Source: an optimization exercise on an open RTL-to-GDS flow (aim: small area, a short achievable clock period and few clock cycles). Production flows keep margins and buffers that such runs may drop. Function was checked by simulation only, so behaviour that the tests miss may differ from the original. Power figures rest on the tool's default switching activity, not on a simulated workload.

==> design/flow/design.v <==
module cu_booth_mul (
    input  wire [23:0] s,
    input  wire [17:0] m,
    input  wire        neg,
    input  wire [41:0] brow,
    input  wire [41:0] cn,        
    output wire [41:0] ps,
    output wire [41:0] pc
);
    wire [19:0] mx = {m[17], m, 1'b0};
    wire [24:0] s1 = {s[23], s};
    wire [24:0] s2 = {s, 1'b0};
    wire [41:0] row [0:10];
    reg  [41:0] nb;
    genvar i;
    generate
        for (i = 0; i < 9; i = i + 1) begin : g_row
            wire b2 = mx[2*i+2], b1 = mx[2*i+1], b0 = mx[2*i];
            wire one = b1 ^ b0;
            wire two = (b2 & ~b1 & ~b0) | (~b2 & b1 & b0);
            wire ng  = b2 ^ neg;
            wire [24:0] sel = one ? s1 : (two ? s2 : 25'd0);
            wire [24:0] r   = sel ^ {25{ng}};
            wire [24:0] u   = {~r[24], r[23:0]};
            assign row[i] = {17'd0, u} << (2*i);
        end
    endgenerate
    integer k;
    always @(*) begin
        nb = 42'd0;
        for (k = 0; k < 9; k = k + 1)
            nb[2*k] = mx[2*k+2] ^ neg;
    end
    assign row[9]  = nb | cn;
    assign row[10] = brow;
    function [83:0] csa;
        input [41:0] a, b, c;
        begin
            csa = {((a & b) | (a & c) | (b & c)) << 1, a ^ b ^ c};
        end
    endfunction
    wire [83:0] l1a = csa(row[0], row[1], row[2]);
    wire [83:0] l1b = csa(row[3], row[4], row[5]);
    wire [83:0] l1c = csa(row[6], row[7], row[8]);
    wire [83:0] l2a = csa(l1a[41:0], l1a[83:42], l1b[41:0]);
    wire [83:0] l2b = csa(l1b[83:42], l1c[41:0], l1c[83:42]);
    wire [83:0] l3a = csa(l2a[41:0], l2a[83:42], l2b[41:0]);
    wire [83:0] l3b = csa(l2b[83:42], row[9], row[10]);
    wire [83:0] l4a = csa(l3a[41:0], l3a[83:42], l3b[41:0]);
    wire [83:0] l5a = csa(l4a[41:0], l4a[83:42], l3b[83:42]);
    assign ps = l5a[41:0];
    assign pc = l5a[83:42];
endmodule
module cu_divstep (
    input  wire [34:0] r,
    input  wire [34:0] d,
    input  wire        f1,
    input  wire        f2,
    output wire        q1,
    output wire        q2,
    output wire        ge4,       
    output wire [34:0] r2
);
    wire [35:0] ya = {r, f1};
    wire [36:0] ta = {1'b0, ya} - {2'b00, d};
    assign q1 = ~ta[36];
    wire [34:0] ra = q1 ? ta[34:0] : ya[34:0];
    wire [35:0] yb = {ra, f2};
    wire [36:0] tb = {1'b0, yb} - {2'b00, d};
    assign q2 = ~tb[36];
    assign r2 = q2 ? tb[34:0] : yb[34:0];
    wire [35:0] t4 = {1'b0, r} - {1'b0, d};
    assign ge4 = ~t4[35];
endmodule
module cu_compensate (
    input  wire               clk,
    input  wire               rst,
    input  wire               start,
    input  wire        [15:0] cal_t1,      
    input  wire signed [15:0] cal_t2,
    input  wire signed [15:0] cal_t3,
    input  wire        [15:0] cal_p1,      
    input  wire signed [15:0] cal_p2,
    input  wire signed [15:0] cal_p3,
    input  wire signed [15:0] cal_p4,
    input  wire signed [15:0] cal_p5,
    input  wire signed [15:0] cal_p6,
    input  wire signed [15:0] cal_p7,
    input  wire signed [15:0] cal_p8,
    input  wire signed [15:0] cal_p9,
    input  wire        [19:0] adc_t,
    input  wire        [19:0] adc_p,
    output reg                done,
    output wire               err,         
    output wire        [31:0] temp,        
    output wire        [31:0] press_q8,    
    output wire        [24:0] press_pa     
);
    localparam W = 76;
    localparam [5:0] S_IDLE = 6'd0,  S_TA   = 6'd1,  S_TC   = 6'd2,  S_TB   = 6'd3,
                     S_TD   = 6'd4,  S_TDW  = 6'd5,  S_TF   = 6'd6,  S_TE   = 6'd7,
                     S_XS   = 6'd8,  S_XSW  = 6'd9,  S_ZS   = 6'd10, S_Y6   = 6'd11,
                     S_Y6W  = 6'd12, S_NS   = 6'd13, S_NSW  = 6'd14, S_MS   = 6'd15,
                     S_MSW  = 6'd16, S_DIVF = 6'd17, S_DSI  = 6'd18, S_DIVS = 6'd19,
                     S_DSCK = 6'd20, S_PAF  = 6'd21, S_PAFW = 6'd22, S_PAS0 = 6'd23,
                     S_PAS1 = 6'd24, S_PASW = 6'd25, S_PB   = 6'd26, S_PC   = 6'd27,
                     S_PE   = 6'd28, S_PEW  = 6'd29, S_DEGN = 6'd30, S_DNEG = 6'd31,
                     S_ERRX = 6'd32;
    localparam [3:0] C_T1 = 4'd0, C_T2 = 4'd1, C_T3 = 4'd2, C_P1 = 4'd3, C_P2 = 4'd4,
                     C_P3 = 4'd5, C_P4 = 4'd6, C_P5 = 4'd7, C_P6 = 4'd8, C_P7 = 4'd9,
                     C_P8 = 4'd10, C_P9 = 4'd11, C_AP = 4'd12;
    localparam [3:0] M_ZERO = 4'd0, M_CREG = 4'd1, M_CREG2 = 4'd2, M_ACC = 4'd3,
                     M_FIVE = 4'd4, M_SLO = 4'd5, M_VD = 4'd6, M_DD = 4'd7, M_VH = 4'd8;
    localparam [2:0] A_ZERO = 3'd0, A_ACC = 3'd1, A_DROP = 3'd2, A_TV1 = 3'd3, A_C1 = 3'd4,
                     A_N35 = 3'd5, A_ND = 3'd6;
    localparam [2:0] B_ZERO = 3'd0, B_B3 = 3'd1, B_S20 = 3'd2, B_S17 = 3'd3,
                     B_ONE = 3'd4, B_N14 = 3'd5, B_ND = 3'd6, B_S14 = 3'd7;
    localparam [3:0] K_NONE = 4'd0, K_TD = 4'd2, K_TE = 4'd3, K_XSL = 4'd4,
                     K_ZS0 = 4'd5, K_NS0 = 4'd6, K_NS1 = 4'd7, K_MS0 = 4'd8, K_PE = 4'd9,
                     K_XS0 = 4'd10;
    localparam [3:0] WB_NONE = 4'd0, WB_ACC = 4'd2, WB_SA2S = 4'd3, WB_PV1 = 4'd4,
                     WB_TC = 4'd5, WB_V = 4'd6, WB_XL = 4'd7, WB_ZL = 4'd8, WB_NL = 4'd9,
                     WB_ML = 4'd10, WB_D = 4'd11, WB_DCK = 4'd12, WB_ACK = 4'd13, WB_PCL = 4'd14,
                     WB_VW = 4'd15;
    localparam [41:0] K0 = (42'd1 << 24) + (42'd1 << 26) + (42'd1 << 28) + (42'd1 << 30) +
                           (42'd1 << 32) + (42'd1 << 34) + (42'd1 << 36) + (42'd1 << 38) +
                           (42'd1 << 40);
    localparam [41:0] CN0 = (42'd1 << 41) - K0 - (42'd1 << 35);
    reg  [5:0]   state;
    reg  [1:0]   j;           
    reg  [5:0]   cnt;         
    reg          pass2;       
    reg  [23:0]  S;
    reg  [19:0]  CREG;
    reg  [15:0]  BREG;
    reg  [W-1:0] ACC, V;
    reg  [53:0]  D;
    reg  [23:0]  TC;          
    reg          b3, sgnZ, sgnN, errr, errp;
    reg          D_slow;      
    reg          WV;          
    wire sgnQ = sgnN ^ sgnZ;
    wire [3:0] ev;
    assign ev[0] = (V[W-1:17] == {(W-17){V[W-1]}});
    assign ev[1] = (V[W-1:34] == {(W-34){V[W-1]}});
    assign ev[2] = (V[W-1:51] == {(W-51){V[W-1]}});
    assign ev[3] = (V[W-1:68] == {(W-68){V[W-1]}});
    wire [3:0] ed;
    assign ed[0] = (D[53:17] == {37{D[53]}});
    assign ed[1] = (D[53:34] == {20{D[53]}});
    assign ed[2] = (D[53:51] == {3{D[53]}});
    wire [3:0] ew;
    assign ew[0] = (V[W-1:51] == {(W-51){V[W-1]}});
    assign ew[1] = (V[W-1:68] == {(W-68){V[W-1]}});
    assign ew[2] = 1'b1;
    assign ew[3] = 1'b1;
    assign ed[3] = 1'b1;
    reg  [5:0]  state_n;
    reg  [1:0]  j_n;
    reg         pass2_n;
    reg  [1:0]  c_mneg;       
    reg         c_last;
    reg  [1:0]  c_off;
    reg  [2:0]  c_asel;
    reg  [2:0]  c_bsel;
    reg  [3:0]  c_k;
    reg  [3:0]  c_wb;
    wire        dneg_v;
    wire        dbig;         
    wire        q1, q2;
    reg  [5:0]  state_x;
    always @(*) state_n = (state == S_IDLE && start) ? S_TA : state_x;
    always @(*) begin
        state_x = state; j_n = j; pass2_n = pass2;
        case (state)
            S_IDLE: ;
            S_TA:   state_x = S_TC;
            S_TC:   state_x = S_TB;
            S_TB:   state_x = S_TD;
            S_TD:   state_x = S_TDW;
            S_TDW:  state_x = S_TF;
            S_TF:   state_x = S_Y6;
            S_Y6:   begin state_x = S_XS; j_n = 2'd0; end
            S_XS:   begin j_n = j + 2'd1; if (c_last) begin j_n = 2'd0; state_x = S_NS; end end
            S_NS:   begin j_n = j + 2'd1; if (c_last) begin j_n = 2'd0; state_x = S_ZS; end end
            S_ZS:   begin j_n = j + 2'd1; if (c_last) begin j_n = 2'd0; state_x = S_MS; end end
            S_MS:   begin j_n = j + 2'd1; if (c_last) begin j_n = 2'd0; state_x = S_MSW; end end
            S_MSW:  state_x = (D == 54'd0) ? S_DEGN : S_DIVF;
            S_DIVF: begin
                j_n = (cnt == 6'd15) ? 2'd1 : 2'd0; pass2_n = 1'b0;
                if (cnt == 6'd0 && dneg_v)  state_x = S_DNEG;
                else if (cnt == 6'd0 && dbig) state_x = S_DSI;
                else if (cnt == 6'd16) begin
                    if (c_last) state_x = S_PC;
                    else begin state_x = S_PB; j_n = 2'd2; end
                end
            end
            S_DSI:  state_x = S_DIVS;
            S_DIVS: if (cnt == 6'd37) state_x = S_DSCK;
            S_DSCK: state_x = (V[W-1:53] != {(W-53){1'b0}}) ? S_ERRX : S_PAS0;
            S_PAF:  begin state_x = S_PAFW; j_n = 2'd0; pass2_n = 1'b0; end
            S_PAFW: state_x = S_PB;
            S_PAS0: state_x = S_PAS1;
            S_PAS1: begin state_x = S_PASW; j_n = 2'd0; pass2_n = 1'b0; end
            S_PASW: state_x = S_PB;
            S_PB: begin
                j_n = j + 2'd1;
                if (c_last) begin
                    j_n = 2'd0;
                    if (D_slow && !pass2) pass2_n = 1'b1;
                    else                  state_x = S_PC;
                end
            end
            S_PC:   begin j_n = j + 2'd1; if (c_last) begin j_n = 2'd0; state_x = S_PE; end end
            S_PE:   state_x = S_PEW;
            S_DNEG: state_x = S_PAF;
            default: state_x = S_IDLE;    
        endcase
    end
    reg  [3:0]  n_msel;
    reg         n_vxor;
    reg  [1:0]  n_mneg;
    reg         n_last;
    reg  [1:0]  n_off;
    reg  [2:0]  n_asel;
    reg  [2:0]  n_bsel;
    reg  [3:0]  n_k;
    reg  [3:0]  n_wb;
    wire        evn = ev[j_n];
    wire [5:0]  state_d = (state == S_DIVF) ? ((cnt == 6'd11) ? S_PAF :
                                               (cnt == 6'd14) ? S_PB :
                                               (cnt == 6'd15) ? S_PB :
                                               (cnt == 6'd16) ? state_x : S_DIVF) : state_x;
    wire        wvn = WV | (state == S_DIVF);
    wire        edn = wvn ? ew[j_n] : ed[j_n];
    always @(*) begin
        n_msel = M_ZERO; n_vxor = 1'b0; n_mneg = 2'd0; n_last = 1'b0;
        n_off = 2'd0; n_asel = A_ZERO; n_bsel = B_ZERO; n_k = K_NONE; n_wb = WB_NONE;
        case (state_d)
            S_TC: begin n_msel = M_SLO; n_wb = WB_SA2S; end                     
            S_TB: begin n_msel = M_CREG; n_bsel = B_B3; n_wb = WB_ACC; end        
            S_TD: begin n_msel = M_CREG; n_asel = A_TV1; n_k = K_TD; n_wb = WB_PV1; end
            S_TF: begin n_msel = M_CREG; n_bsel = B_S20; n_wb = WB_D; end         
            S_Y6: begin n_msel = M_CREG; n_bsel = B_S17; n_wb = WB_V; end         
            S_XS: begin
                n_msel = M_DD; n_last = (j_n != 2'd0) && edn; n_off = j_n;
                n_asel = (j_n == 2'd0) ? A_ZERO : A_ACC;
                n_k = (j_n == 2'd0) ? K_XS0 : K_NONE;           
                n_wb = n_last ? WB_XL : WB_ACC;
            end
            S_ZS: begin
                n_msel = M_DD; n_mneg = {1'b0, sgnZ}; n_last = (j_n != 2'd0) && edn; n_off = j_n;
                n_asel = (j_n == 2'd0) ? A_ZERO : A_ACC;
                n_k = (j_n == 2'd0) ? K_ZS0 : K_NONE;
                n_wb = n_last ? WB_ZL : WB_ACC;
            end
            S_MSW: begin n_msel = M_FIVE; n_k = K_TE; n_wb = WB_TC; end          
            S_NS: begin
                n_msel = M_VD; n_mneg = 2'd1; n_last = (j_n != 2'd0) && evn; n_off = j_n;
                n_asel = (j_n == 2'd0) ? A_N35 : A_ACC;
                n_bsel = (j_n == 2'd0) ? B_ONE : (j_n == 2'd1) ? B_N14 : B_ZERO;    
                n_k = (j_n == 2'd0) ? K_NS0 : (j_n == 2'd1) ? K_NS1 : K_NONE;
                n_wb = n_last ? WB_NL : WB_ACC;
            end
            S_MS: begin
                n_msel = M_VD;
                n_mneg = {1'b0, sgnN}; n_last = (j_n != 2'd0) && evn; n_off = j_n;
                n_asel = (j_n != 2'd0) ? A_ACC : sgnQ ? A_ND : A_ZERO;
                n_k = (j_n == 2'd0) ? K_MS0 : K_NONE;
                n_wb = n_last ? WB_ML : WB_ACC;
            end
            S_PAF:  begin n_msel = M_CREG; n_wb = (state == S_DIVF) ? WB_VW : WB_D; end
            S_PAS0: begin n_msel = M_CREG; n_wb = WB_ACC; end
            S_PAS1: begin n_msel = M_CREG; n_off = 2'd1; n_asel = A_ACC; n_wb = WB_DCK; end
            S_PB: begin
                n_msel = wvn ? M_VD : M_DD;                   
                if (pass2_n) begin
                    n_off = j_n; n_asel = A_ACC; n_last = edn;
                end else begin
                    n_off = (j_n == 2'd0) ? 2'd0 : j_n - 2'd1;
                    n_asel = (j_n == 2'd0) ? A_ZERO : (j_n == 2'd1) ? A_DROP : A_ACC;
                    n_last = (j_n != 2'd0) && edn;
                end
                n_wb = (n_last && (pass2_n || !D_slow)) ? WB_ACK : WB_ACC;
            end
            S_PC: begin
                n_msel = M_VD; n_vxor = 1'b1;
                n_off = (j_n == 2'd0) ? 2'd0 : j_n - 2'd1;
                n_asel = (j_n == 2'd0) ? A_C1 : (j_n == 2'd1) ? A_DROP : A_ACC;
                n_bsel = (j_n == 2'd1) ? B_S14 : B_ZERO;
                n_last = (j_n != 2'd0) && (WV ? (j_n == 2'd1) : evn);    
                n_wb = n_last ? WB_PCL : WB_ACC;
            end
            S_PE: begin n_asel = A_ACC; n_k = K_PE; n_wb = WB_ACC; end
            default: ;
        endcase
    end
    always @(posedge clk) begin
        c_mneg <= n_mneg; c_last <= n_last;
        c_off <= n_off; c_asel <= n_asel; c_bsel <= n_bsel; c_k <= n_k;
        if (rst) c_wb <= WB_NONE;
        else     c_wb <= n_wb;
    end
    wire last = c_last;
    wire mneg = c_mneg[0];
    reg  [4:0]  jv;           
    reg         vpc;          
    reg  [8:0]  mv;           
    reg         vxr;          
    always @(posedge clk) begin
        jv  <= 5'd1 << ({1'b0, j_n} + ((state_d == S_PB && wvn) ? 3'd2 : 3'd0));
        vpc <= n_vxor;
        mv  <= 9'd1 << n_msel;
        vxr <= n_vxor & sgnQ;
    end
    wire [16:0] vdig0 = ({17{jv[0]}} & V[16:0])  | ({17{jv[1]}} & V[33:17])
                      | ({17{jv[2]}} & V[50:34]) | ({17{jv[3]}} & V[67:51])
                      | ({17{jv[4]}} & {{9{V[W-1]}}, V[W-1:68]});
    wire        vsgn0 = (jv[0] & V[17]) | (jv[1] & V[34]) | (jv[2] & V[51]) | (jv[3] & V[68])
                      | (jv[4] & V[W-1]);
    wire [16:0] vdig = vdig0 ^ {17{vxr}};
    wire        vsgn = (WV & vpc) ? vxr : (vsgn0 ^ vxr);   
    wire [16:0] ddig = ({17{jv[0]}} & D[16:0])  | ({17{jv[1]}} & D[33:17])
                     | ({17{jv[2]}} & D[50:34]) | ({17{jv[3]}} & {{14{D[53]}}, D[53:51]});
    wire        dsgn = (jv[0] & D[17]) | (jv[1] & D[34]) | (jv[2] & D[51]) | (jv[3] & D[53]);
    wire [17:0] M = ({18{mv[M_CREG]}}  & CREG[17:0])
                  | ({18{mv[M_FIVE]}}  & 18'd5)
                  | ({18{mv[M_SLO]}}   & S[21:4])           
                  | ({18{mv[M_VD]}}    & {last & vsgn, vdig})
                  | ({18{mv[M_DD]}}    & {last & dsgn, ddig});
    wire [35:0] cr_s = {{16{CREG[19]}}, CREG};
    wire [35:0] br_s = {{20{BREG[15]}}, BREG};
    wire [35:0] cr_z = {16'd0, CREG};
    reg  [35:0] bb;
    always @(*) begin
        case (c_bsel)
            B_B3:  bb = b3 ? cr_s << 3 : 36'd0;
            B_S20: bb = br_s << 20;
            B_S17: bb = br_s << 17;
            B_ONE: bb = 36'd1;
            B_N14: bb = ~(cr_z << 14);                       
            B_S14: bb = cr_s << 14;
            default: bb = 36'd0;
        endcase
    end
    wire [41:0] brow = {6'd0, ~bb[35], bb[34:0]};           
    reg  [41:0] cn;
    always @(*) begin
        case (c_k)
            K_TD:    cn = CN0 - (42'd128000 << 14);
            K_NS0:   cn = CN0 + (42'd1 << 17);
            K_NS1:   cn = CN0 + (42'd1 << 34);                   
            K_PE:    cn = CN0 + (42'd1 << 17);
            default: cn = CN0;
        endcase
    end
    wire [41:0] Ps, Pc;
    cu_booth_mul u_mul (.s(S), .m(M), .neg(mneg), .brow(brow), .cn(cn), .ps(Ps), .pc(Pc));
    reg [41:0] PSR, PCR;
    reg [3:0]  off2;          
    reg [6:0]  asel2;         
    reg        ahi2;          
    reg [3:0]  wb2;
    reg [3:0]  k2;
    always @(posedge clk) begin
        PSR   <= Ps;
        PCR   <= Pc;
        off2  <= 4'd1 << c_off;
        asel2 <= 7'd1 << c_asel;
        ahi2  <= (c_asel == A_ACC) | (c_asel == A_TV1);
        k2    <= c_k;
        if (rst) wb2 <= WB_NONE;
        else     wb2 <= c_wb;
    end
    wire [41:0] PSRs = {~PSR[41], PSR[40:0]};                  
    wire [W-1:0] Psp = ({W{off2[0]}} & {{34{~PSR[41]}}, PSRs})
                     | ({W{off2[1]}} & {{17{~PSR[41]}}, PSRs, 17'd0})
                     | ({W{off2[2]}} & {PSRs, 34'd0})
                     | ({W{off2[3]}} & {PSRs[24:0], 51'd0});
    wire [W-1:0] Pcp = ({W{off2[0]}} & {34'd0, PCR})
                     | ({W{off2[1]}} & {17'd0, PCR, 17'd0})
                     | ({W{off2[2]}} & {PCR, 34'd0})
                     | ({W{off2[3]}} & {PCR[24:0], 51'd0});
    reg  [W-1:0] ka;
    always @(*) begin
        case (k2)
            K_TE:  ka = 76'd640128;
            K_XS0: ka = 76'd1 << 55;
            K_ZS0: ka = sgnZ ? (76'd1 << 33) - 76'd1 : 76'd0;
            K_MS0: ka = {75'd0, sgnQ};
            default: ka = 76'd0;
        endcase
    end
    wire [W-1:0] Aterm = ({W{ahi2}}          & {ACC[W-1:14], 14'd0})
                       | ({W{asel2[A_ACC]}}  & {{(W-14){1'b0}}, ACC[13:0]})
                       | ({W{asel2[A_DROP]}} & {{17{ACC[W-1]}}, ACC[W-1:17]})
                       | ({W{asel2[A_C1]}}   & {ACC[W-12:8], 19'd0})
                       | ({W{asel2[A_N35]}}  & ~({{(W-16){BREG[15]}}, BREG} << 35))     
                       | ({W{asel2[A_ND]}}   & ~{{(W-42){1'b0}}, D[41:0]})               
                       | ka;
    wire [W-1:0] T = Psp + Pcp + Aterm;
    wire Asame41 = (ACC[W-1:41] == {(W-41){ACC[W-1]}});
    wire Asame62 = (ACC[W-1:62] == {(W-62){ACC[W-1]}});
    reg  chk41, chk63;        
    reg         dfast;        
    always @(posedge clk) dfast <= (state_n == S_DIVF);
    wire        f1 = dfast ? V[33] : V[W-1];
    wire        f2 = dfast ? V[32] : V[W-2];
    wire [34:0] r2;
    assign dneg_v = V[W-1];
    wire        ge4;
    cu_divstep u_div (.r(ACC[34:0]), .d(D[34:0]), .f1(f1), .f2(f2), .q1(q1), .q2(q2), .ge4(ge4),
                      .r2(r2));
    assign dbig = ge4 | (ACC[37:35] != 3'd0);
    reg [3:0]  csel;
    reg        cload;
    reg [19:0] cin;
    always @(*) begin
        case (csel)
            C_T1: cin = {4'd0, cal_t1};
            C_T2: cin = {{4{cal_t2[15]}}, cal_t2};
            C_T3: cin = {{4{cal_t3[15]}}, cal_t3};
            C_P1: cin = {4'd0, cal_p1};
            C_P2: cin = {{4{cal_p2[15]}}, cal_p2};
            C_P3: cin = {{4{cal_p3[15]}}, cal_p3};
            C_P4: cin = {{4{cal_p4[15]}}, cal_p4};
            C_P5: cin = {{4{cal_p5[15]}}, cal_p5};
            C_P6: cin = {{4{cal_p6[15]}}, cal_p6};
            C_P7: cin = {{4{cal_p7[15]}}, cal_p7};
            C_P8: cin = {{4{cal_p8[15]}}, cal_p8};
            C_P9: cin = {{4{cal_p9[15]}}, cal_p9};
            default: cin = adc_p;
        endcase
    end
    always @(*) begin
        csel = C_T1; cload = 1'b0;
        case (state)
            S_IDLE: begin csel = C_T1; cload = start; end
            S_TA:   begin csel = C_T2; cload = 1'b1; end
            S_TB:   begin csel = C_T3; cload = 1'b1; end
            S_TD:   begin csel = C_P2; cload = 1'b1; end
            S_TDW:  begin csel = C_P3; cload = 1'b1; end
            S_TF:   begin csel = C_P6; cload = 1'b1; end       
            S_XS:   begin csel = C_P4; cload = last; end
            S_NS:   begin csel = (j == 2'd0) ? C_AP : C_P9; cload = (j == 2'd0) | last; end
            S_PAF:  begin csel = C_P8; cload = 1'b1; end
            S_DIVF: begin
                csel = (cnt == 6'd16) ? C_P7 : C_P8;
                cload = (cnt == 6'd12) | (cnt == 6'd16 && last);
            end
            S_PAS1: begin csel = C_P8; cload = 1'b1; end
            S_PB:   begin csel = C_P7; cload = last & (pass2 | ~D_slow); end
            default: ;
        endcase
    end
    wire [W-1:0] Vsx = V ^ {W{sgnQ}};                
    wire [23:0]  ph_lo = {7'd0, Vsx[29:13]};
    wire [23:0]  ph_hi = Vsx[53:30];
    wire [16:0]  a_sub = {1'b0, S[15:0]} - {1'b0, CREG[15:0]};     
    always @(posedge clk) begin
        if (cload) begin
            CREG <= cin;
            BREG <= (state == S_TF) ? cal_p5 : CREG[15:0];
        end
        state <= rst ? S_IDLE : state_n;
        j     <= j_n;
        pass2 <= pass2_n;
        chk41 <= ~rst & (wb2 == WB_DCK);
        chk63 <= ~rst & (wb2 == WB_ACK);
        if (rst) begin
            done  <= 1'b0;
            sgnZ  <= 1'b0;            
            sgnN  <= 1'b0;
        end else begin
            done <= 1'b0;
            if ((chk41 && !Asame41) || (chk63 && !Asame62)) errp <= 1'b1;
            case (state)
                S_IDLE: if (start) begin
                    S  <= {8'd0, adc_t[19:4]};
                    b3 <= adc_t[3];
                    errp <= 1'b0;
                    WV <= 1'b0;
                end
                S_TA: S <= {{3{a_sub[16]}}, a_sub, 4'd0};        
                S_NS: if (last) S <= {8'd0, cal_p1};
                S_ZS: if (last) S <= 24'd3125;
                S_MS: if (last) S <= TC;                         
                S_MSW: cnt <= 6'd0;
                S_DIVF: begin
                    cnt <= cnt + 6'd1;
                    if (cnt == 6'd16 && last)                       
                        S <= {4'd0, ~CREG[15], {3{CREG[15]}}, CREG[15:0]};
                    if (!(cnt == 6'd0 && (dneg_v || dbig))) begin
                        if (cnt != 6'd16) ACC <= {{(W-35){1'b0}}, r2};
                        V[33:0] <= {V[31:0], q1, q2};
                        if (cnt == 6'd0) V[W-1:34] <= {(W-34){1'b0}};
                        if (cnt == 6'd11) begin
                            S <= {3'b000, V[21:1]} ^ {24{sgnQ}};
                            D_slow <= 1'b0;
                            WV <= 1'b1;
                        end
                    end
                end
                S_DSI: begin
                    ACC <= {W{1'b0}};
                    cnt <= 6'd0;
                end
                S_DIVS: begin
                    ACC <= {{(W-35){1'b0}}, r2};
                    V <= {V[W-3:0], q1, q2};
                    cnt <= cnt + 6'd1;
                end
                S_DSCK: begin
                    S <= ph_lo;
                    D_slow <= 1'b1;
                    WV <= 1'b0;
                end
                S_PAS0: S <= ph_hi;
                S_PAS1: S <= ph_lo;
                S_PB: if (last) begin
                    if (D_slow && !pass2) S <= ph_hi;
                    else S <= {4'd0, ~CREG[15], {3{CREG[15]}}, CREG[15:0]};    
                end
                S_PEW: begin
                    errr <= errp | (V[W-1:42] != {(W-42){1'b0}});
                    done <= 1'b1;
                end
                S_DEGN: begin
                    ACC <= {W{1'b0}};
                    V <= {W{1'b0}};
                    errr <= 1'b0;
                    done <= 1'b1;
                end
                S_DNEG: begin
                    V <= {W{1'b1}};                       
                    S <= 24'd0;
                    D_slow <= 1'b0;
                    WV <= 1'b0;
                end
                S_ERRX: begin
                    errr <= 1'b1;
                    done <= 1'b1;
                end
                default: ;
            endcase
            case (wb2)
                WB_ACC:  ACC <= T;
                WB_SA2S: S <= T[39:16];                           
                WB_PV1: begin
                    S <= T[37:14];
                    TC <= T[37:14];
                end
                WB_TC:   TC <= {6'd0, T[25:8]};
                WB_V:    V <= T;
                WB_XL: begin
                    ACC <= T;
                    D <= T[61:8];                                 
                    sgnZ <= T[W-1];
                end
                WB_ZL: begin
                    ACC <= T;
                    D <= {18'd0, T[68:33]};
                end
                WB_NL: begin
                    ACC <= T;
                    V <= T;
                    sgnN <= T[W-1];
                end
                WB_ML: begin
                    V <= T;
                    ACC <= {{34{T[W-1]}}, T[W-1:34]};
                end
                WB_D:    D <= {{12{T[41]}}, T[41:0]};
                WB_VW:   V[W-1:34] <= T[41:0];
                WB_DCK: begin
                    D <= {{12{T[41]}}, T[41:0]};
                    ACC <= T;
                end
                WB_ACK:  ACC <= T;
                WB_PCL: begin
                    ACC <= T;
                    V <= T;
                end
                default: ;
            endcase
        end
    end
    assign err      = errr;
    assign temp     = {{14{TC[17]}}, TC[17:0]};
    assign press_q8 = V[41:10];
    assign press_pa = ACC[42:18];
endmodule
==> design/flow/flow/run.sh <==
#!/bin/bash
# Layout flow: the standard flow (standard.sh, standard synthesis unchanged) with four
# changes to how the layout is made: the port buffers are buf_1 cells instead of delay
# buffers, the timing repair steps aim for 18.5 ns of setup slack at the design's period,
# clock tree synthesis clusters up to 18 flip-flops per leaf buffer and adds no dummy loads,
# and the repair after global routing estimates wires 30% heavier (flow/grt_rc.tcl).
# make's full output goes to flow.log; each ORFS step keeps its own log under orfs/logs.
set -uo pipefail
bash standard.sh BUFFER_PORTS_ARGS="-buffer_cell sky130_fd_sc_hd__buf_1" \
  SETUP_SLACK_MARGIN=18.5 \
  CTS_ARGS="-sink_clustering_enable -repair_clock_nets -sink_clustering_size 18 -sink_clustering_max_diameter 100 -dont_use_dummy_load" \
  PRE_GLOBAL_ROUTE_TCL="$PWD/flow/grt_rc.tcl" finish > flow.log 2>&1
==> design/flow/flow/grt_rc.tcl <==
set_layer_rc -layer li1  -capacitance [expr 1.3 * 1.499e-04]   -resistance [expr 1.3 * 7.176e-02]
set_layer_rc -layer met1 -capacitance [expr 1.3 * 1.72375E-04] -resistance [expr 1.3 * 8.929e-04]
set_layer_rc -layer met2 -capacitance [expr 1.3 * 1.36233E-04] -resistance [expr 1.3 * 8.929e-04]
set_layer_rc -layer met3 -capacitance [expr 1.3 * 2.14962E-04] -resistance [expr 1.3 * 1.567e-04]
set_layer_rc -layer met4 -capacitance [expr 1.3 * 1.48128E-04] -resistance [expr 1.3 * 1.567e-04]
set_layer_rc -layer met5 -capacitance [expr 1.3 * 1.54087E-04] -resistance [expr 1.3 * 1.781e-05]
set_wire_rc -signal -layer met1
set_wire_rc -clock -layer met3
==> design/flow/standard.sh <==
#!/bin/bash
# synth_recipe.tcl (not shown) runs the flow's synth.tcl, then flattens the netlist and writes it again
# the make line also repeats each setting of config.mk as NAME=value (left out here)
make -C /OpenROAD-flow-scripts/flow DESIGN_CONFIG=/design/flow/config.mk WORK_HOME=/design/flow/orfs CLKGATE_MAP_FILE= SYNTH_SCRIPT=/design/flow/synth_recipe.tcl "${@:-finish}"
==> design/flow/config.mk <==
export PLATFORM = sky130hd
export DESIGN_NAME = cu_compensate
export DESIGN_NICKNAME = cu_compensate
export VERILOG_FILES = /design/flow/design.v
export SDC_FILE = /design/flow/constraint.sdc
export NUM_CORES = 8
export LEC_CHECK = 0
export CAP_MARGIN = 20
export CORE_MARGIN = 2
export CORE_UTILIZATION = 40
export SLEW_MARGIN = 20
==> design/flow/constraint.sdc <==
create_clock -name core_clock -period 25.0 [get_ports {clk}]
set_input_delay 5.0000 -clock core_clock [delete_from_list [all_inputs] [get_ports {clk}]]
set_output_delay 5.0000 -clock core_clock [all_outputs]
set_load 0.01 [all_outputs]
==> metrics.csv, run 1 <==
metric;value;unit
leakage;22.3;nW
cap_violations;0;
cts_buffers;36;
drcViolationCount;0;
holdPathStages;0;
r2r_start;V[18];
slowest_delay;0.57;ns
min_period;6.42;ns
vias;51500;
p_per_area;112;mW/mm2
synthAdderAreaFrac;18.2;%
synth_area;0.0492;mm2
crit_buf_inv;1;
grt.total_usage;39.3;%
critPathCaptureType;primary output;
synth_common_cells;533 x nand2_1, 410 x inv_1, 377 x a21oi_1;
critPathTopFamily;flip-flops;
finalSetupViolCount;0;
drtIter0Drc;9068;
slew_violations;0;
hold_ws;0.411;ns
yosysUniqueCellTypes;88;
crit_required;20.00;ns
crit_arrival;1.42;ns
dr.pass1.iters;12;
ys_seq_area_share;24.3;%
cp_cell_sequence;buf_1;
hold_start;c_k[3];
cts_root_buf;clkbuf_16;
synth_area_leaders;edfxtp_1 18%, fa_1 11%, ha_1 7.1%;
hold_class;reg -> reg;
clkLatencyLatePin;0.67;ns
maxSlewHeadroom;25.7;%
avgSynthCellArea;8.61;um2
crit_path_top_delay_cell;edfxtp_1;
htree_num_levels;2;
grt_pass1_vias;47500;
synthArstFlopShare;0;%
die-area;0.126;mm2
power;6.27;mW
grt_setup_unrepaired;true;
synth_top_family_by_area;compound AO/OA/AOI/OAI gates;
synth-xor-area-share;8.67;%
fin_nets;6686;
skew;0.111;ns
synth-simple-area-share;12.9;%
grt_antenna_before_repair;25;
maxClockFrequency;0.156;GHz
initial_utilization;40.4;%
vdd_drop_max;109;uV
run_status;complete, no violations;
grt_max_degree;84;
place.gp.congestion;1.07;
synthMuxAreaShare;1.55;%
die_y;355;um
finalHoldViolations;0;
synth_compound_area_share;26.6;%
tightest_slew;1.11;ns
worstHoldEndpoint;k2[3];
cts.path.max_buffers;3;
ys.flop_type;edfxtp_1;
synth_edf_count;301;
overflow;0;
rr_worst_depth;17;
synth.top_cell.area_share;18.4;%
startpoint_type;register;
synth_most_common_cell;nand2_1;
period_share;25.7;%
cts.sinks;446;
cts.clk_slew.worst_paths;0.08;ns
ant_nets;0;
die_w;355;um
cp_max_fo;4;
dpl.hpwl;193;mm
ys_warn_count;2;
io-pin-count;326;
r2r_setup_slack;18.87;ns
startpoint;ACC[19];
critPathKind;reg -> out;
cts_tree;done;
setup_tns;0;ns
ys_seq_elements;446;
synth_fp_nets;6498;
synth_cells;5710;
numPortBuffers;322;
via_per_inst;6.83;
wirelength;259;mm
grt_pass1_wl;357;mm
r2r_end;PSR[17];
core;0.122;mm2
rows;128;
syn2layout_area_growth;13.8;%
drive_gt1_share;11.5;%
avgRoutedWirePerCell;34.3;um
synth_area_leader_cell;edfxtp_1;
==> per-stage QoR <==
step / utilization [%] / std cells / setup slack, ns / instance area, um2
after detailed placement: 42.7 / 7317 / 16.74 / 52000
after global routing: 45.9 / 7526 / 18.31 / 55900
after global placement: 42.7 / 7317 / 16.78 / 52000
final: 45.9 / 7542 / 18.58 / 55900
after CTS: 43.9 / 7386 / 18.46 / 53500
after floorplan: - / 5710 / 18.05 / 49200
==> layout make-up <==
class                      instances  area, um2
fill                           12000      65900
inverter                         416       1570
sequential                       446      12000
antenna                           21       52.6
clock buffer                      36        901
tap                             1625       2030
timing repair buffer             653       4140
multi-input combinational       4345      35300
==> flip-flops by register name, summed over array words and instances, names as in the netlist, 6 cells and up <==
register,cells
S,24
CREG,20
cnt,6
V,76
ACC,76
D,54
state,6
PSR,42
TC,24
PCR,40
BREG,16
==> report_power, final <==
part,leakage [nW],total [mW],internal (mW),switching [mW]
sequential,4.08,1.10,0.959,0.140
combinational,17.8,4.61,1.50,3.11
clock,0.444,0.558,0.255,0.303
total,22.3,6.27,2.72,3.56
==> cell usage in the layout, fill, tap and decap left out, drive strengths merged, types with 71 or more instances in the layout <==
cell	netlist	layout
a222oi	91	91
nor2	288	289
fa	272	272
ha	281	281
nand4	71	71
a21o	92	92
a21oi	377	378
nand3	117	117
a22oi	321	321
o221ai	87	87
xor2	170	172
edfxtp	301	301
buf	162	648
a22o	79	79
inv	414	411
nand2	533	533
xnor2	317	317
o21ai	317	317
dfxtp	145	145
==> logic make-up after synthesis <==
kind of cell | after synthesis
AOI/OAI and AO/OA | 1880
xor gates and xnor gates | 487
adders and majority gates | 553
buffers and inverters | 923
DFF | 446
muxes | 72
and+or+nand+nor | 1349
==> what timing repair did <==
item,CTS,global route
buffers inserted,27,123
cloned,6,4
hold buffers,0,0
pin swaps,8,52
setup endpoints to repair,208,305
gates resized for setup,56,201
==> routing by layer <==
layer | track usage, % | wire [um] | part of all wire, %
met2 | 58.4 | 108000 | 42
met5 | 0 | 143 | 0.055
met3 | 11.1 | 34800 | 13
met1 | 50.1 | 93800 | 36
met4 | 25.3 | 21800 | 8.4
==> how the worst max path moves through the flow <==
stage                              to  slack, ns  depth (start not counted)
final                     press_pa[1]      18.58                          1
after global routing          ACC[28]      18.31                         27
after detailed placement      ACC[20]      16.74                         26
after global placement        ACC[20]      16.78                         26
after floorplan                ACC[0]      18.05                          3
after CTS                     PSR[16]      18.46                         16
Testbench counts, summed over its fixed seeds: cycles 15,744.
==> run 2, diff against run 1 <==
--- a/design/flow/design.v
+++ b/design/flow/design.v
@@ -61,16 +61,16 @@
     output wire        ge4,       
     output wire [34:0] r2
 );
-    wire [35:0] ya = {r, f1};
-    wire [36:0] ta = {1'b0, ya} - {2'b00, d};
-    assign q1 = ~ta[36];
-    wire [34:0] ra = q1 ? ta[34:0] : ya[34:0];
-    wire [35:0] yb = {ra, f2};
-    wire [36:0] tb = {1'b0, yb} - {2'b00, d};
-    assign q2 = ~tb[36];
-    assign r2 = q2 ? tb[34:0] : yb[34:0];
-    wire [35:0] t4 = {1'b0, r} - {1'b0, d};
-    assign ge4 = ~t4[35];
+    wire [36:0] y  = {r, f1, f2};
+    wire [37:0] s1 = {1'b0, y} - {3'b000, d};
+    wire [37:0] s2 = {1'b0, y} - {2'b00, d, 1'b0};
+    wire [37:0] s3 = {1'b0, y} - {2'b00, d, 1'b0} - {3'b000, d};
+    wire ge1 = ~s1[37], ge2 = ~s2[37], ge3 = ~s3[37];
+    assign q1 = ge2;
+    wire [37:0] s4 = {1'b0, y} - {1'b0, d, 2'b00};
+    assign ge4 = ~s4[37];
+    assign q2 = ge2 ? ge3 : ge1;
+    assign r2 = ge3 ? s3[34:0] : ge2 ? s2[34:0] : ge1 ? s1[34:0] : y[34:0];
 endmodule
 module cu_compensate (
     input  wire               clk,
==> run 2 against run 1 <==
Effect of this change:
- worst hold slack worse by 0.037 ns
- area after synthesis is 4.3% higher
- first-iteration DRC count is 2.9% higher
- critical path depth is 1 higher
- global-route usage is 0.78 points higher
- register-to-register slack hardly changed
- final cell count is 4.8% higher
- power is 2.0% lower
- critical path type unchanged
==> metrics.csv, run 2 <==
metric;value;unit;change
run_status;complete, no violations;;
io-pin-count;326;;unchanged
overflow;0;;unchanged
synthArstFlopShare;0;%;unchanged
synth-simple-area-share;13.3;%;+0.36 points
tightest_slew;1.31;ns;+0.200 ns
crit_buf_inv;2;;+1
finalHoldViolations;0;;unchanged
top_regs;ACC x76, V x76, D x54;;
multi_input_area;0.0372;mm2;+5.5%
syn2layout_area_growth;13.1;%;
htree_num_levels;2;;unchanged
vdd_drop_max;106;uV;-3.4%
synth_fp_nets;6836;;+5.2%
cts.clk_slew.worst_paths;0.08;ns;about the same
wl_met3;35.7;mm;+2.8%
critPathCaptureType;primary output;;
startpoint_type;register;;
critPathTopFamily;flip-flops;;
dr.pass1.iters;13;;+1
crit_arrival;1.41;ns;about the same
cts_buffers;35;;-2.8%
hold_class;reg -> reg;;
p_per_area;106;mW/mm2;-5.5%
skew;0.132;ns;+0.0212 ns
comb_power_share;73.1;%;-0.5 points
synth_area_leaders;edfxtp_1 18%, fa_1 11%, ha_1 7.7%;;
via_per_inst;6.89;;+0.83%
core;0.127;mm2;+4.5%
synth_top_family_by_area;compound AO/OA/AOI/OAI gates;;
slew_violations;0;;unchanged
cp_cell_sequence;buf_12 -> clkbuf_2;;
synth_edf_count;301;;unchanged
grt_max_degree;84;;unchanged
post-route-util;45.6;%;-0.32 points
min_period;6.41;ns;-0.0100 ns
die_y;362;um;+2.1%
final_cell_mix;550 x nand2_1, 420 x inv_1, 365 x a21oi_1;;
swShare;56.3;%;-0.37 points
wirelength;274;mm;+5.9%
wl_met2;114;mm;+5.4%
drtIter0Drc;9334;;+2.9%
met1_length;101;mm;+7.9%
cap_violations;0;;unchanged
regArea;0.0120;mm2;about the same
ant_nets;0;;unchanged
synth_cells;6013;;+5.3%
grt.total_usage;40.1;%;+0.78 points
avgRoutedWirePerCell;34.7;um;+1.1%
cp_max_fo;15;;+11
power_frac_seq;17.8;%;+0.3 points
rows;131;;+2.3%
final_common_cell;nand2_1;;
synthMuxAreaShare;1.38;%;-0.17 points
crit_path_top_delay_cell;edfxtp_1;;
maxClockFrequency;0.156;GHz;+0.16%
clkLatencyLatePin;0.68;ns;about the same
slowest_delay;0.44;ns;-0.13 ns
p_clk_share;9.0;%;about the same
n_fill_cell;12400;;+3.6%
p_switching;3.46;mW;-2.6%
synth.top_cell.area_share;17.6;%;-0.76 points
finalSetupViolCount;0;;unchanged
maxSlewHeadroom;12.6;%;-13 points
dpl.hpwl;204;mm;+5.7%
cts_root_buf;clkbuf_16;;
die_w;362;um;+2.1%
grt_setup_unrepaired;true;;
crit_required;20.00;ns;about the same
synth-xor-area-share;8.26;%;-0.41 points
synth_common_cells;558 x nand2_1, 424 x inv_1, 380 x clkbuf_1;;
initial_utilization;40.3;%;-0.071 points
grt_pass1_wl;378;mm;+5.9%
vias;54400;;+5.6%
cts.path.max_buffers;3;;unchanged
ys_seq_area_share;23.3;%;-1.0 points
drive_gt1_share;11.0;%;-0.51 points
drcViolationCount;0;;unchanged
hold_ws;0.375;ns;-0.0367 ns
period_share;25.6;%;-0.040 points
yosysUniqueCellTypes;107;;+22%
cts_tree;done;;
leakage;23.5;nW;+5.0%
highest_layer;met5;;
ys_seq_elements;446;;unchanged
cts.sinks;446;;unchanged
numPortBuffers;322;;unchanged
critPathKind;reg -> out;;
synth_area;0.0513;mm2;+4.3%
place.gp.congestion;1.07;;-0.45%
cts-hold-fix-buffers;0;;unchanged
grt_pass1_vias;49900;;+5.1%
synth_area_leader_cell;edfxtp_1;;
die-area;0.131;mm2;+4.3%
ys_warn_count;2;;unchanged
synthAdderAreaFrac;18.3;%;+0.11 points
fin_nets;7041;;+5.3%
setup_tns;0;ns;unchanged
synth_compound_area_share;27.9;%;+1.3 points
synth_most_common_cell;nand2_1;;
grt_antenna_before_repair;30;;+20%
ys.flop_type;edfxtp_1;;
avgSynthCellArea;8.53;um2;-0.94%
intPower;2.69;mW;-1.1%
-- run 2: logic make-up (layout without fill, tap and decap cells) --
kind of cell | Yosys count | after routing
other | 0 | 24
muxes | 69 | 69
adders and majority gates | 588 | 588
xor gates and xnor gates | 484 | 486
AOI/OAI and AO/OA | 2035 | 2037
buffers and inverters | 944 | 1139
and+or+nand+nor | 1447 | 1451
DFF | 446 | 446
-- run 2: area by class of cell --
class,count,share of cell area (%)
repair buffers,678,7.32
diodes,24,0.103
inverters,426,2.77
well taps,1662,3.58
multi-input cells,4631,64.1
flip-flops and latches,446,20.6
clock buffers,35,1.51
-- run 2: stage by stage --
stage               instance area, um2  worst slack, ns  instances  total power [mW]
CTS                              55800            18.45       7755              5.76
finish                           58000            18.59       7902              6.15
floorplan                        51400            17.96       6013              3.13
detailed placement               54200            17.75       7664              5.18
global placement                 54200            17.77       7663              5.14
global route                     58000            18.42       7888              7.05
-- run 2: worst paths after layout --
kind / start / cells past startpoint / slack, ns / end
worst max-delay path: TC[17] / 2 / 18.59 / temp[30]
worst min-delay path: c_k[3] / 0 / 0.37 / k2[3]
worst max register to register: ACC[20] / 21 / 18.86 / V[74]
worst min register to register: c_k[3] / 0 / 0.37 / k2[3]
-- run 2: what timing repair did --
item / CTS / global route
resized for setup: 43 / 185
endpoints found under the setup margin: 245 / 359
cloned: 6 / 2
pin swaps: 8 / 46
setup buffers: 50 / 117
-- run 2: power by group through the flow --
stage	Clock (mW)	Combinational, mW	Sequential, mW
3_5_place_dp	0	4.07	1.11
2_1_floorplan	0	2.12	1.01
6_report	0.556	4.50	1.10
3_3_place_gp	0	4.03	1.10
4_1_cts	0.546	4.12	1.09
5_1_grt	0.622	5.31	1.12
-- run 2: worst reg2reg max path: cells and delay by family (launching register included) --
kind,cells,cell delay (ns)
flip-flops,1,0.50
XOR/XNOR,1,0.19
buffers and inverters,6,1.09
AND/OR/NAND/NOR,2,0.64
adder cells (fa/ha/maj),2,0.71
AO/OA/AOI/OAI,10,2.77
-- run 2: per-layer routing --
| layer | vias up | GRT usage, % |
|---|---|---|
| met2 | 4374 | 58.2 |
| met5 | - | 0 |
| met3 | 1011 | 10.9 |
| li1 | 22600 | - |
| met4 | 16 | 27.6 |
| met1 | 26400 | 51.7 |
Testbench counts of run 2, summed over its fixed seeds: cycles 15,744.
==> run 3, diff against run 2 <==
--- a/design/flow/design.v
+++ b/design/flow/design.v
@@ -61,16 +61,16 @@
     output wire        ge4,       
     output wire [34:0] r2
 );
-    wire [36:0] y  = {r, f1, f2};
-    wire [37:0] s1 = {1'b0, y} - {3'b000, d};
-    wire [37:0] s2 = {1'b0, y} - {2'b00, d, 1'b0};
-    wire [37:0] s3 = {1'b0, y} - {2'b00, d, 1'b0} - {3'b000, d};
-    wire ge1 = ~s1[37], ge2 = ~s2[37], ge3 = ~s3[37];
-    assign q1 = ge2;
-    wire [37:0] s4 = {1'b0, y} - {1'b0, d, 2'b00};
-    assign ge4 = ~s4[37];
-    assign q2 = ge2 ? ge3 : ge1;
-    assign r2 = ge3 ? s3[34:0] : ge2 ? s2[34:0] : ge1 ? s1[34:0] : y[34:0];
+    wire [35:0] ya = {r, f1};
+    wire [36:0] ta = {1'b0, ya} - {2'b00, d};
+    assign q1 = ~ta[36];
+    wire [34:0] ra = q1 ? ta[34:0] : ya[34:0];
+    wire [35:0] yb = {ra, f2};
+    wire [36:0] tb = {1'b0, yb} - {2'b00, d};
+    assign q2 = ~tb[36];
+    assign r2 = q2 ? tb[34:0] : yb[34:0];
+    wire [35:0] t4 = {1'b0, r} - {1'b0, d};
+    assign ge4 = ~t4[35];
 endmodule
 module cu_compensate (
     input  wire               clk,
@@ -258,7 +258,7 @@
             S_NS: begin
                 n_msel = M_VD; n_mneg = 2'd1; n_last = (j_n != 2'd0) && evn; n_off = j_n;
                 n_asel = (j_n == 2'd0) ? A_N35 : A_ACC;
-                n_bsel = (j_n == 2'd0) ? B_ONE : (j_n == 2'd1) ? B_N14 : B_ZERO;    
+                n_bsel = (j_n == 2'd1) ? B_N14 : B_ZERO;
                 n_k = (j_n == 2'd0) ? K_NS0 : (j_n == 2'd1) ? K_NS1 : K_NONE;
                 n_wb = n_last ? WB_NL : WB_ACC;
             end
@@ -269,7 +269,11 @@
                 n_k = (j_n == 2'd0) ? K_MS0 : K_NONE;
                 n_wb = n_last ? WB_ML : WB_ACC;
             end
-            S_PAF:  begin n_msel = M_CREG; n_wb = (state == S_DIVF) ? WB_VW : WB_D; end
+            S_PAF:  begin
+                n_msel = M_CREG;
+                n_off = (state == S_DIVF) ? 2'd2 : 2'd0;
+                n_wb = (state == S_DIVF) ? WB_VW : WB_D;
+            end
             S_PAS0: begin n_msel = M_CREG; n_wb = WB_ACC; end
             S_PAS1: begin n_msel = M_CREG; n_off = 2'd1; n_asel = A_ACC; n_wb = WB_DCK; end
             S_PB: begin
@@ -337,7 +341,6 @@
             B_B3:  bb = b3 ? cr_s << 3 : 36'd0;
             B_S20: bb = br_s << 20;
             B_S17: bb = br_s << 17;
-            B_ONE: bb = 36'd1;
             B_N14: bb = ~(cr_z << 14);                       
             B_S14: bb = cr_s << 14;
             default: bb = 36'd0;
@@ -348,7 +351,7 @@
     always @(*) begin
         case (c_k)
             K_TD:    cn = CN0 - (42'd128000 << 14);
-            K_NS0:   cn = CN0 + (42'd1 << 17);
+            K_NS0:   cn = CN0 + (42'd1 << 17) + (42'd1 << 35);    
             K_NS1:   cn = CN0 + (42'd1 << 34);                   
             K_PE:    cn = CN0 + (42'd1 << 17);
             default: cn = CN0;
@@ -395,7 +398,7 @@
                        | ({W{asel2[A_ACC]}}  & {{(W-14){1'b0}}, ACC[13:0]})
                        | ({W{asel2[A_DROP]}} & {{17{ACC[W-1]}}, ACC[W-1:17]})
                        | ({W{asel2[A_C1]}}   & {ACC[W-12:8], 19'd0})
-                       | ({W{asel2[A_N35]}}  & ~({{(W-16){BREG[15]}}, BREG} << 35))     
+                       | ({W{asel2[A_N35]}}  & ({{(W-16){BREG[15]}}, BREG} << 35))      
                        | ({W{asel2[A_ND]}}   & ~{{(W-42){1'b0}}, D[41:0]})               
                        | ka;
     wire [W-1:0] T = Psp + Pcp + Aterm;
@@ -423,7 +426,7 @@
             C_P1: cin = {4'd0, cal_p1};
             C_P2: cin = {{4{cal_p2[15]}}, cal_p2};
             C_P3: cin = {{4{cal_p3[15]}}, cal_p3};
-            C_P4: cin = {{4{cal_p4[15]}}, cal_p4};
+            C_P4: cin = ~{{4{cal_p4[15]}}, cal_p4};                 
             C_P5: cin = {{4{cal_p5[15]}}, cal_p5};
             C_P6: cin = {{4{cal_p6[15]}}, cal_p6};
             C_P7: cin = {{4{cal_p7[15]}}, cal_p7};
@@ -571,7 +574,7 @@
                     ACC <= {{34{T[W-1]}}, T[W-1:34]};
                 end
                 WB_D:    D <= {{12{T[41]}}, T[41:0]};
-                WB_VW:   V[W-1:34] <= T[41:0];
+                WB_VW:   V[W-1:34] <= T[W-1:34];
                 WB_DCK: begin
                     D <= {{12{T[41]}}, T[41:0]};
                     ACC <= T;
==> run 3 against run 2 <==
Effect of this change:
- power down 3.8%
- non-clock buffer count down 8
- register-to-register slack worse by 0.39 ns
- largest power group unchanged
- routed wire length down 5.9%
==> metrics.csv, run 3 <==
metric;value;unit;change
skew;0.118;ns;-0.0138 ns
period_share;26.2;%;+0.59 points
grt_max_degree;84;;unchanged
slowest_delay;0.51;ns;+0.07 ns
grt.total_usage;39.1;%;-0.99 points
finalSetupViolCount;0;;unchanged
leakage;22.1;nW;-5.7%
cts_root_buf;clkbuf_16;;
synth_area_leaders;edfxtp_1 18%, fa_1 11%, ha_1 7.1%;;
startpoint;V[33];;
initial_utilization;40.4;%;+0.080 points
die-area;0.126;mm2;-3.9%
crit_buf_inv;2;;unchanged
grt_setup_unrepaired;true;;
p_switching;3.32;mW;-4.2%
crit_arrival;1.56;ns;+0.15 ns
core;0.122;mm2;-4.2%
cts.sinks;446;;unchanged
ys_warn_count;2;;unchanged
crit_path_top_delay_cell;edfxtp_1;;
synth_most_common_cell;nand2_1;;
p_per_area;106;mW/mm2;about the same
avgSynthCellArea;8.64;um2;+1.3%
tightest_slew;1.14;ns;-0.169 ns
critPathCaptureType;primary output;;
cap_violations;0;;unchanged
grt_antenna_before_repair;28;;-6.7%
critPathKind;reg -> out;;
drcViolationCount;0;;unchanged
multi_input_area;0.0352;mm2;-5.4%
setup_tns;0;ns;unchanged
grt_pass1_wl;355;mm;-6.0%
synth_common_cells;548 x nand2_1, 406 x inv_1, 381 x o21ai_0;;
finalHoldViolations;0;;unchanged
hold_start;c_wb[2];;
die_w;355;um;-2.0%
synthArstFlopShare;0;%;unchanged
post-route-util;45.8;%;+0.21 points
dr.pass1.iters;11;;-2
r2r_start;V[33];;
vdd_drop_max;103;uV;-2.6%
ys_seq_elements;446;;unchanged
place.gp.congestion;1.02;;-4.1%
critPathTopFamily;flip-flops;;
avgRoutedWirePerCell;34.2;um;-1.4%
cts_tree;done;;
startpoint_type;register;;
vias;50900;;-6.4%
comb_power_share;72.1;%;-1.0 points
die_y;355;um;-2.0%
maxClockFrequency;0.152;GHz;-2.3%
syn2layout_area_growth;13.4;%;
wirelength;258;mm;-5.9%
cp_cell_sequence;buf_4 -> buf_1;;
rows;128;;-2.3%
cts.clk_slew.worst_paths;0.08;ns;about the same
synth_area;0.0493;mm2;-4.0%
grt_pass1_vias;47200;;-5.5%
swShare;56.1;%;-0.27 points
cts.path.max_buffers;3;;unchanged
io-pin-count;326;;unchanged
regArea;0.0120;mm2;about the same
crit_required;20.00;ns;about the same
cts_buffers;34;;-2.9%
overflow;0;;unchanged
final_cell_mix;540 x nand2_1, 401 x inv_1, 358 x o21ai_0;;
slew_violations;0;;unchanged
maxSlewHeadroom;23.6;%;+11 points
synth_edf_count;301;;unchanged
drtIter0Drc;8649;;-7.3%
n_fill_cell;12000;;-3.1%
top_regs;ACC x76, V x76, D x54;;
numPortBuffers;322;;unchanged
htree_num_levels;2;;unchanged
synth_fp_nets;6486;;-5.1%
intPower;2.60;mW;-3.2%
synth.top_cell.area_share;18.4;%;+0.73 points
final_common_cell;nand2_1;;
ant_nets;0;;unchanged
fin_nets;6683;;-5.1%
dpl.hpwl;194;mm;-5.1%
ys.flop_type;edfxtp_1;;
clkLatencyLatePin;0.65;ns;-0.03 ns
yosysUniqueCellTypes;106;;-0.93%
cp_max_fo;4;;-11
synth_area_leader_cell;edfxtp_1;;
synth_cells;5698;;-5.2%
power_frac_seq;18.8;%;+1.0 points
min_period;6.56;ns;+0.149 ns
via_per_inst;6.75;;-1.9%
hold_class;reg -> reg;;
run_status;complete, no violations;;
drive_gt1_share;12.2;%;+1.2 points
ys_seq_area_share;24.2;%;+0.97 points
p_clk_share;9.2;%;+0.2 points
run 3: cell types whose count changed after synthesis, sizes merged, moves of 26 or more:
| cell | before | now |
|---|---|---|
| ha | 315 | 280 |
| nor2 | 301 | 240 |
| clkbuf | 380 | 322 |
| a22oi | 342 | 305 |
| xnor2 | 318 | 288 |
| o21ai | 384 | 423 |
| buf | 138 | 192 |
| a21oi | 377 | 322 |
| xor2 | 166 | 192 |
run 3: final timing paths:
check / to / slack [ns] / cells past startpoint
setup / recovery: press_q8[23] / 18.44 / 2
setup reg to reg: ACC[21] / 18.47 / 27
hold reg to reg: wb2[2] / 0.45 / 1
hold / removal: wb2[2] / 0.45 / 1
run 3: metal layers:
| layer | GRT usage (%) | up-vias | routed length [um] |
|---|---|---|---|
| met5 | 0.491 | - | 76 |
| met4 | 28.6 | 12 | 23500 |
| li1 | - | 21200 | - |
| met3 | 10.1 | 954 | 31200 |
| met2 | 58.2 | 3986 | 108000 |
| met1 | 49.0 | 24700 | 95000 |
run 3: stage by stage:
stage / setup WS, ns / cell area (um2) / cells / hold WS, ns / power (mW)
2_1_floorplan: 18.18 / 49300 / 5698 / 0.348 / 3.00
3_3_place_gp: 16.93 / 51900 / 7295 / 0.437 / 4.99
3_5_place_dp: 16.84 / 51900 / 7295 / 0.431 / 5.03
4_1_cts: 18.46 / 53800 / 7405 / 0.450 / 5.56
5_1_grt: 18.12 / 55800 / 7524 / 0.471 / 6.75
6_report: 18.44 / 55900 / 7541 / 0.454 / 5.92
run 3: power groups by stage:
| stage | sequential [mW] | clock, mW | combinational [mW] |
|---|---|---|---|
| floorplan | 1.01 | 0 | 1.99 |
| CTS | 1.10 | 0.534 | 3.92 |
| finish | 1.11 | 0.541 | 4.27 |
| global route | 1.14 | 0.605 | 5.01 |
| detailed placement | 1.12 | 0 | 3.91 |
| global placement | 1.12 | 0 | 3.87 |
run 3: cell type report:
type                            count  area share [%]
Antenna cell                       23           0.103
Multi-Input combinational cell   4332            63.0
Tap cell                         1625            3.64
Inverter                          411            2.77
Clock buffer                       34            1.52
Timing Repair Buffer              670            7.60
Sequential cell                   446            21.4
run 3: cells by family (layout without fill, tap and decap cells):
family                   count (synthesis)  after routing  synth area share (%)
AO/OA/AOI/OAI                         1922           1923                  27.2
AND/OR/NAND/NOR                       1310           1313                  12.5
XOR/XNOR                               480            481                  8.57
flip-flops                             446            446                  24.2
buffers and inverters                  925           1115                  7.94
multiplexers                            62             62                  1.32
other                                    0             23                     0
adder cells (fa/ha/maj)                553            553                  18.2
run 3: what timing repair did:
| item | CTS | global route |
|---|---|---|
| setup endpoints to repair | 208 | 332 |
| hold buffers | 0 | 0 |
| pin swaps | 37 | 50 |
| gates cloned | 5 | 3 |
| gates resized for setup | 85 | 181 |
| setup buffers | 71 | 101 |
Testbench counts of run 3, summed over its fixed seeds: cycles 15,744.
==> run 4, diff against run 3 <==
--- a/design/flow/flow/run.sh
+++ b/design/flow/flow/run.sh
@@ -3,7 +3,7 @@
 # changes to how the layout is made: the port buffers are buf_1 cells instead of delay
 # buffers, the timing repair steps aim for 18.5 ns of setup slack at the design's period,
 # clock tree synthesis clusters up to 18 flip-flops per leaf buffer and adds no dummy loads,
-# and the repair after global routing estimates wires 30% heavier (flow/grt_rc.tcl).
+# and the repair after global routing estimates wires 20% heavier (flow/grt_rc.tcl).
 # make's full output goes to flow.log; each ORFS step keeps its own log under orfs/logs.
 set -uo pipefail
 bash standard.sh BUFFER_PORTS_ARGS="-buffer_cell sky130_fd_sc_hd__buf_1" \
==> design/flow/flow/grt_rc.tcl (replaced) <==
set_layer_rc -layer li1  -capacitance [expr 1.2 * 1.499e-04]   -resistance [expr 1.2 * 7.176e-02]
set_layer_rc -layer met1 -capacitance [expr 1.2 * 1.72375E-04] -resistance [expr 1.2 * 8.929e-04]
set_layer_rc -layer met2 -capacitance [expr 1.2 * 1.36233E-04] -resistance [expr 1.2 * 8.929e-04]
set_layer_rc -layer met3 -capacitance [expr 1.2 * 2.14962E-04] -resistance [expr 1.2 * 1.567e-04]
set_layer_rc -layer met4 -capacitance [expr 1.2 * 1.48128E-04] -resistance [expr 1.2 * 1.567e-04]
set_layer_rc -layer met5 -capacitance [expr 1.2 * 1.54087E-04] -resistance [expr 1.2 * 1.781e-05]
set_wire_rc -signal -layer met1
set_wire_rc -clock -layer met3
==> run 4 against run 3 <==
Effect of this change:
- still clean
- sequential power about the same
- register-to-register slack lost 0.03 ns
- via count fell by 0.26%
- maximum frequency barely moved
- critical endpoint is now ACC[21]
- largest cell class unchanged
- largest power group unchanged
==> metrics.csv, run 4 <==
metric;value;unit;change
critPathKind;reg -> reg;;
place_area;0.0519;mm2;unchanged
crit_required;25.34;ns;+5.34 ns
synth_cells;5698;;unchanged
dpl.hpwl;194;mm;unchanged
wirelength;257;mm;-0.34%
cp_max_fo;6;;+2
avgRoutedWirePerCell;34.2;um;about the same
ys.flop_type;edfxtp_1;;
tightest_slew;1.28;ns;+0.142 ns
grt_pass1_vias;47200;;unchanged
finalSetupViolCount;0;;unchanged
period_share;26.2;%;about the same
synth_common_cells;548 x nand2_1, 406 x inv_1, 381 x o21ai_0;;
clkLatencyLatePin;0.66;ns;about the same
ant_nets;0;;unchanged
fin_nets;6658;;-0.37%
run_status;complete, no violations;;
syn2layout_area_growth;12.5;%;
vias;50800;;-0.26%
die_y;355;um;unchanged
initial_utilization;40.4;%;unchanged
grt.total_usage;39.1;%;unchanged
cts.path.max_buffers;3;;unchanged
synth_most_common_cell;nand2_1;;
min_period;6.56;ns;-0.00240 ns
numPortBuffers;322;;unchanged
drtIter0Drc;8671;;+0.25%
synth_fp_nets;6486;;unchanged
die-area;0.126;mm2;unchanged
maxSlewHeadroom;14.1;%;-9.5 points
synth_area_leader_cell;edfxtp_1;;
final_cell_mix;540 x nand2_1, 403 x inv_1, 361 x o21ai_0;;
via_per_inst;6.75;;about the same
synth_area_leaders;edfxtp_1 18%, fa_1 11%, ha_1 7.1%;;
htree_num_levels;2;;unchanged
finalHoldViolations;0;;unchanged
yosysUniqueCellTypes;106;;unchanged
vdd_drop_max;104;uV;+1.5%
ys_warn_count;2;;unchanged
synth.top_cell.area_share;18.4;%;unchanged
slew_violations;0;;unchanged
cts_root_buf;clkbuf_16;;
hold_class;reg -> reg;;
dr.pass1.iters;10;;-1
grt_antenna_before_repair;26;;-7.1%
cts_buffers;34;;unchanged
p_per_area;106;mW/mm2;-0.30%
crit_arrival;6.90;ns;+5.34 ns
startpoint_type;register;;
grt_pass1_wl;355;mm;unchanged
ys_seq_area_share;24.2;%;unchanged
grt_setup_unrepaired;true;;
cts-hold-fix-buffers;0;;unchanged
cts.sinks;446;;unchanged
synth_edf_count;301;;unchanged
die_w;355;um;unchanged
core;0.122;mm2;unchanged
top_regs;ACC x76, V x76, D x54;;
critPathCaptureType;register;;
cap_violations;0;;unchanged
skew;0.125;ns;+0.00683 ns
setup_tns;0;ns;unchanged
grt_max_degree;84;;unchanged
hold_ws;0.450;ns;-0.00399 ns
synthArstFlopShare;0;%;unchanged
synth_area;0.0493;mm2;unchanged
overflow;0;;unchanged
drcViolationCount;0;;unchanged
final_common_cell;nand2_1;;
final_cell_area;0.0554;mm2;-0.88%
avgSynthCellArea;8.64;um2;unchanged
cts.clk_slew.worst_paths;0.08;ns;about the same
ys_seq_elements;446;;unchanged
cts_tree;done;;
maxClockFrequency;0.153;GHz;about the same
drive_gt1_share;11.1;%;-1.1 points
rows;128;;unchanged
io-pin-count;326;;unchanged
leakage;21.9;nW;-1.0%
place.gp.congestion;1.02;;unchanged
## run 4: cell types whose count changed in the layout (fill, tap and decap cells not counted), moves of 6 or more
cell / delta
clkbuf_2: -14
nand3_1: +6
buf_6: -7
buf_1: +15
nand3_2: -6
buf_12: -6
buf_4: -10
## run 4: where the power goes
group	switching (mW)	internal [mW]	leakage, nW
Clock	0.298	0.242	0.419
Sequential	0.159	0.950	3.97
Combinational	2.83	1.37	17.5
Total	3.29	2.56	21.9
## run 4: worst max-delay path: stages, from the launching register on
cell and delay [ns]:
edfxtp_1 0.51, mux2i_2 0.28, ha_2 0.24, inv_2 0.04
fa_2 0.37, a211oi_4 0.26, o21ai_2 0.11, a211o_4 0.39
a211oi_4 0.22, buf_6 0.16, o31ai_4 0.10, a21boi_4 0.23
buf_6 0.13, buf_12 0.13, mux2_4 0.33, ha_4 0.25
a211oi_4 0.24, o21bai_2 0.11, o211a_1 0.28, a211oi_4 0.31
o31a_1 0.19, buf_6 0.13, o31ai_4 0.07, or3_4 0.47
buf_4 0.19, buf_4 0.14, o21ai_4 0.23, o221ai_2 0.13
## run 4: repair_timing
item / in CTS / in global routing
gates cloned: 5 / 2
resized for setup: 85 / 127
setup buffers: 71 / 78
endpoints found under the setup margin: 208 / 289
pin swaps: 37 / 41
## run 4: final timing paths
kind	startpoint	to	slack [ns]	cells past startpoint
worst max-delay path	V[33]	ACC[21]	18.44	27
worst min-delay path	c_k[3]	k2[3]	0.45	0
worst max register to register	V[33]	ACC[21]	18.44	27
worst min register to register	c_k[3]	k2[3]	0.45	0
## run 4: layer usage
metal / share of wire (%) / global-route usage [%] / up-vias / wire [um]
met5: 0.031 / 0.491 / - / 79
met4: 9.0 / 28.6 / 12 / 23200
met3: 12 / 10.1 / 983 / 31200
met2: 42 / 58.2 / 3982 / 109000
met1: 37 / 49.0 / 24600 / 94200
li1: - / - / 21200 / -
## run 4: cell type report
type	instances	area, um2
fill	12100	66600
inverter	411	1550
multi-input combinational	4331	35000
sequential	446	12000
antenna	28	70.1
tap	1625	2030
clock buffer	34	851
timing repair buffer	646	3950
## run 4: cells by family (layout without fill, tap and decap cells)
group                      after synthesis  after routing  share of synthesized area [%]
DFF                                    446            446                           24.2
AOI/OAI and AO/OA                     1922           1923                           27.2
other                                    0             28                              0
buffers and inverters                  925           1091                           7.94
xor gates and xnor gates               480            481                           8.57
adders and majority gates              553            553                           18.2
and+or+nand+nor                       1310           1312                           12.5
muxes                                   62             62                           1.32
## run 4: stage by stage
step	setup WS, ns	utilization (%)	instances	power (mW)
global route	18.19	45.3	7499	6.47
detailed placement	16.84	42.5	7295	5.03
floorplan	18.18	-	5698	3.00
CTS	18.46	44.0	7405	5.56
global placement	16.93	42.5	7295	4.99
finish	18.44	45.4	7521	5.85

re-timing with driven ports:
No port has a modelled driver above. Below, the same layouts with a new extraction and two added sets of constraints. Step 1: set_driving_cell puts a clkbuf_16 on clk and a buf_2 on each other input, an assumption about the parent block. Step 2 moves the port delays by t, midway between the first and last clock arrival at a register: inputs arrive t later, outputs are due t later. That takes back most of the time a late clock gives input paths. Slacks: ideal ports / drivers / drivers and shift; pairs: ideal ports / drivers.
| run | t, ns | setup WS [ns] | hold WS [ns] | worst setup path after step 2 | latest minus earliest clock arrival (ns) |
|---|---|---|---|---|---|
| run 1 | 0.687 | 18.580 / 18.503 / 18.063 | 0.411 / 0.411 / 0.411 | input to register | 0.111 / 0.112 |
| run 2 | 0.694 | 18.590 / 18.508 / 17.915 | 0.375 / 0.375 / 0.375 | input to register | 0.132 / 0.132 |
| run 3 | 0.670 | 18.442 / 18.365 / 18.045 | 0.454 / 0.454 / 0.454 | input to register | 0.121 / 0.121 |
| run 4 | 0.672 | 18.444 / 18.375 / 18.018 | 0.450 / 0.450 / 0.450 | input to register | 0.126 / 0.125 |
After both steps every run listed still meets setup and hold. For run 2, which loses most, drivers alone change the setup slack by -0.082 ns; drivers and shift together by -0.675 ns.
